Context: an optimization exercise on an open-source flow, tuned for small area, a short achievable clock period and few clock cycles per item. The choices shown serve that exercise and are no tape-out recipe.
Function was checked by simulation only, so behaviour that the tests miss may differ from the original.

## rev 12
## fpu
module fpu (
    input  wire        clk,
    input  wire        rst,
    input  wire        in_valid,
    output wire        in_ready,
    input  wire [3:0]  op,
    input  wire [31:0] a,
    input  wire [31:0] b,
    output reg         out_valid,
    output reg  [31:0] y,
    output reg         fault
);
    localparam [3:0] OP_ADD = 4'd0, OP_SUB = 4'd1, OP_MUL = 4'd2, OP_DIV = 4'd3,
                     OP_XOR = 4'd4, OP_AND = 4'd5, OP_FROMBITS = 4'd6,
                     OP_TOBITS = 4'd7, OP_FLIPSIGN = 4'd12;
    localparam [31:0] QNAN = 32'h7FC00000;
    localparam K = 9;                
    localparam R = 3;                
    localparam NDL = K - 1;          
    reg        v0;
    reg [3:0]  op0;
    reg [31:0] a0, b0;
    reg        div0;
    wire       div_busy, div_busy_nx;
    reg        v1, div1;
    wire       go0 = v0 && (!div0 || !div_busy);
    reg        rdy, rdy_port;    
  ...
make LEC_CHECK=0 ABC_CLOCK_PERIOD_IN_PS=4000 CAP_MARGIN=20 CORE_MARGIN=2 CORE_UTILIZATION=62 SLEW_MARGIN=20 finish   # period 17.0 ns
run.sh (not shown) runs the stock make flow with config.mk's settings and CLKGATE_MAP_FILE= SYNTH_SCRIPT=/design/flow/synth_recipe.tcl, a recipe that flattens the netlist after the stock synthesis.
Rev 12 was carried through to the last stage, and its layout satisfied the timing, design-rule and antenna checks.
Testbench counts of rev 12, summed over its fixed seeds: cycles 10,390, items 9,600.
> inputs changed (rev 12 -> rev 13)
--- a/flow/design.v
+++ b/flow/design.v
@@ -2373,49 +2373,45 @@
     input  wire [3:0]  op,
     input  wire [31:0] a,
     input  wire [31:0] b,
     output reg         out_valid,
     output reg  [31:0] y,
     output reg         fault
 );
     localparam [3:0] OP_ADD = 4'd0, OP_SUB = 4'd1, OP_MUL = 4'd2, OP_DIV = 4'd3,
                      OP_XOR = 4'd4, OP_AND = 4'd5, OP_FROMBITS = 4'd6,
                      OP_TOBITS = 4'd7, OP_FLIPSIGN = 4'd12;
     localparam [31:0] QNAN = 32'h7FC00000;
-    localparam K = 9;                
-    localparam R = 3;                
+    localparam K = 13;               
+    localparam R = 2;                
     localparam NDL = K - 1;          
     reg        v0;
     reg [3:0]  op0;
     reg [31:0] a0, b0;
     reg        div0;
     wire       div_busy, div_busy_nx;
     reg        v1, div1;
     wire       go0 = v0 && (!div0 || !div_busy);
-    reg        rdy, rdy_port;    
-    assign in_ready = rdy_port;
+    reg        rdy;
+    assign in_ready = rdy;
     wire       nv0   = rdy ? in_valid : v0;
     wire       ndiv0 = rdy ? (op == OP_DIV) : div0;
-    wire       nv0p   = rdy_port ? in_valid : v0;
-    wire       ndiv0p = rdy_port ? (op == OP_DIV) : div0;
     always @(posedge clk) begin
         if (rst) begin
             v0  <= 1'b0;
             rdy <= 1'b1;
-            rdy_port <= 1'b1;
         end else begin
-            if (rdy) v0 <= in_valid;
+            if (in_ready) v0 <= in_valid;
             rdy <= !(nv0 && ndiv0 && div_busy_nx);
-            rdy_port <= !(nv0p && ndiv0p && div_busy_nx);
         end
-        if (rdy) begin
+        if (in_ready) begin
             op0  <= op;
             a0   <= a;
             b0   <= b;
             div0 <= (op == OP_DIV);
         end
     end
     wire is_add = (op0 == OP_ADD) || (op0 == OP_SUB);
     wire is_mul = (op0 == OP_MUL);
     wire is_div = div0;
     wire [31:0] bf = (op0 == OP_SUB) ? {~b0[31], b0[30:0]} : b0;
     wire [7:0]  ea = a0[30:23], eb = b0[30:23];
Results
Rev 13 ends up with a met1 layer usage reported by global route that is 1.5 points higher than in rev 12.
The share of the clock period used by the worst path after layout of rev 13 falls short of that of rev 12 by 3.0 points.
Going from rev 12 to rev 13, count of nets after finishing fell 126, area added between synthesis and finish held.
Clock buffer count: rev 13 vs rev 12 up 16
Rev 12 → rev 13: worst hold margin lost 0.024 ns; non-clock buffer count climbed 2.8%.
Rev 12 → rev 13: flip-flop and latch count grew by about 10%; synthesized area grew by about 0.75%.
Sort rev 12 and rev 13 by critical path depth in cells, descending, and rev 12 comes first.
Testbench counts of rev 13, summed over its fixed seeds: cycles 11,405, items 9,600.


== job 5323 ==
fpu, a different RTL version from the one above (not shown whole).
For scale: ~8,900 cells after synthesis, ~1,300 flip-flops, ~110 I/O pins.
Settings: LEC_CHECK=0, ABC_CLOCK_PERIOD_IN_PS=4000, CAP_MARGIN=20, CORE_MARGIN=2, CORE_UTILIZATION=62, SLEW_MARGIN=20; clock period 17.0 ns.
Testbench counts of job 5323, summed over its fixed seeds: cycles 11,397, items 9,600.
#### Input delta (job 5335 over job 5323)
diff --git a/flow/design.v b/flow/design.v
--- a/flow/design.v
+++ b/flow/design.v
@@ -2205,39 +2205,40 @@
             sgf <= la ? sga : sgb;
         end
         selb <= lb;
     end
     wire [N-1:0] qp = selb ? qpb : qpa;
     wire [N-1:0] qn = selb ? qnb : qna;
-    reg [N-1:0]       p1q0, p1q1;
-    reg               p1neg, p1nz, p1nzd, p1dh, p1dl;
+    reg [N-1:0]       p1q;
+    reg               p1st, p1dh, p1dl;
     reg [4:0]         p1rh, p1rl;
     reg signed [10:0] p1bh, p1bl;
     reg               p1sg;
     wire [27:0] ddv = {3'b000, dvf, 1'b0};
     wire [27:0] w   = wsf + wcf;
+    wire [27:0] t3s = wsf ^ wcf ^ ddv;
+    wire [27:0] t3m = (wsf & wcf) | ((wsf | wcf) & ddv);
+    wire [27:0] t3c = {t3m[26:0], 1'b0};
     wire signed [10:0] bh  = $signed({exf[9], exf}) + 11'sd127;
     wire signed [10:0] bl  = $signed({exf[9], exf}) + 11'sd126;
     wire signed [10:0] rh  = 11'sd1 - bh;
     wire signed [10:0] rl  = 11'sd1 - bl;
     always @(posedge clk) begin
-        p1q0  <= qp - qn;
-        p1q1  <= qp + ~qn;
-        p1neg <= w[27];
-        p1nz  <= (w != 28'd0);
-        p1nzd <= ((wsf + wcf + ddv) != 28'd0);
+        p1q   <= w[27] ? qp + ~qn : qp - qn;
+        p1st  <= w[27] ? ((t3s ^ t3c) != {t3s[26:0] | t3c[26:0], 1'b0})
+                       : ((wsf ^ wcf) != {wsf[26:0] | wcf[26:0], 1'b0});
         p1dh  <= (bh <= 11'sd0);
         p1dl  <= (bl <= 11'sd0);
         p1rh  <= (bh > 11'sd0) ? 5'd0 : (rh > 11'sd31) ? 5'd31 : rh[4:0];
         p1rl  <= (bl > 11'sd0) ? 5'd0 : (rl > 11'sd31) ? 5'd31 : rl[4:0];
         p1bh  <= bh;
         p1bl  <= bl;
         p1sg  <= sgf;
     end
-    wire [N-1:0] p2q  = p1neg ? p1q1 : p1q0;
-    wire         p2st = p1neg ? p1nzd : p1nz;
+    wire [N-1:0] p2q  = p1q;
+    wire         p2st = p1st;
     wire         hi   = p2q[N-1];
     wire [N+1:0] p2x  = {p2q, 2'b00};
     wire [25:0]  p2m  = hi ? p2x[N+1:N-24] : p2x[N:N-25];
     wire         p2lo = hi ? |p2x[N-25:0] : |p2x[N-26:0];
     fp_rnd u_rnd (
         .sign(p1sg), .be(hi ? p1bh : p1bl), .den(hi ? p1dh : p1dl), .rs(hi ? p1rh : p1rl),
@@ -2367,14 +2368,14 @@
     output reg         fault
 );
     localparam [3:0] OP_ADD = 4'd0, OP_SUB = 4'd1, OP_MUL = 4'd2, OP_DIV = 4'd3,
                      OP_XOR = 4'd4, OP_AND = 4'd5, OP_FROMBITS = 4'd6,
                      OP_TOBITS = 4'd7, OP_FLIPSIGN = 4'd12;
     localparam [31:0] QNAN = 32'h7FC00000;
-    localparam K = 13;               
-    localparam R = 2;                
+    localparam K = 9;                
+    localparam R = 3;                
     localparam NDL = K - 2;          
     reg        v0;
     reg [3:0]  op0;
     reg [31:0] a0, b0;
     reg        div0;
     wire       div_busy, div_busy_nx;
Notes after the runs:
Job 5335 vs. job 5323: final area down 800 um2, post-placement cell area down 0.55%, worst hold slack down 0.034 ns. Job 5335 vs. job 5323: fraction of the cycle the final worst path needs went up by 6.3 points. Total clock buffers created by CTS | job 5335 below job 5323. Job 5335 vs job 5323: synthesized area down in job 5335. Summary of job 5335 over job 5323: final cell count higher; fraction of the yosys area taken by sequential cells now smaller.
Testbench counts of job 5335, summed over its fixed seeds: cycles 10,382, items 9,600.

## separate check: timing with driven ports
Ports are ideal in the flow. The routed layouts listed here were re-timed in OpenROAD. Step 1, drivers: a clkbuf_16 drives clk and a buf_2 each remaining input, both assumed. Step 2 adds t to the input delays and takes it off the output delays; t is the mean of the earliest and latest rising clock arrival at the registers after step 1. Input paths then give back, and output paths get back, about the clock's delay inside the block. Slacks: no drivers / after step 1 / after step 2; pairs: no drivers / after step 1.
run	t, ns	setup slack, ns	worst setup path at the end
rev 12	0.851	11.034 / 11.034 / 11.034	register to register
rev 13	0.863	11.544 / 11.544 / 11.544	register to register
job 5323	0.863	10.646 / 10.646 / 10.646	register to register
job 5335	0.849	9.571 / 9.571 / 9.571	register to register
After both steps every run listed still meets setup and hold.
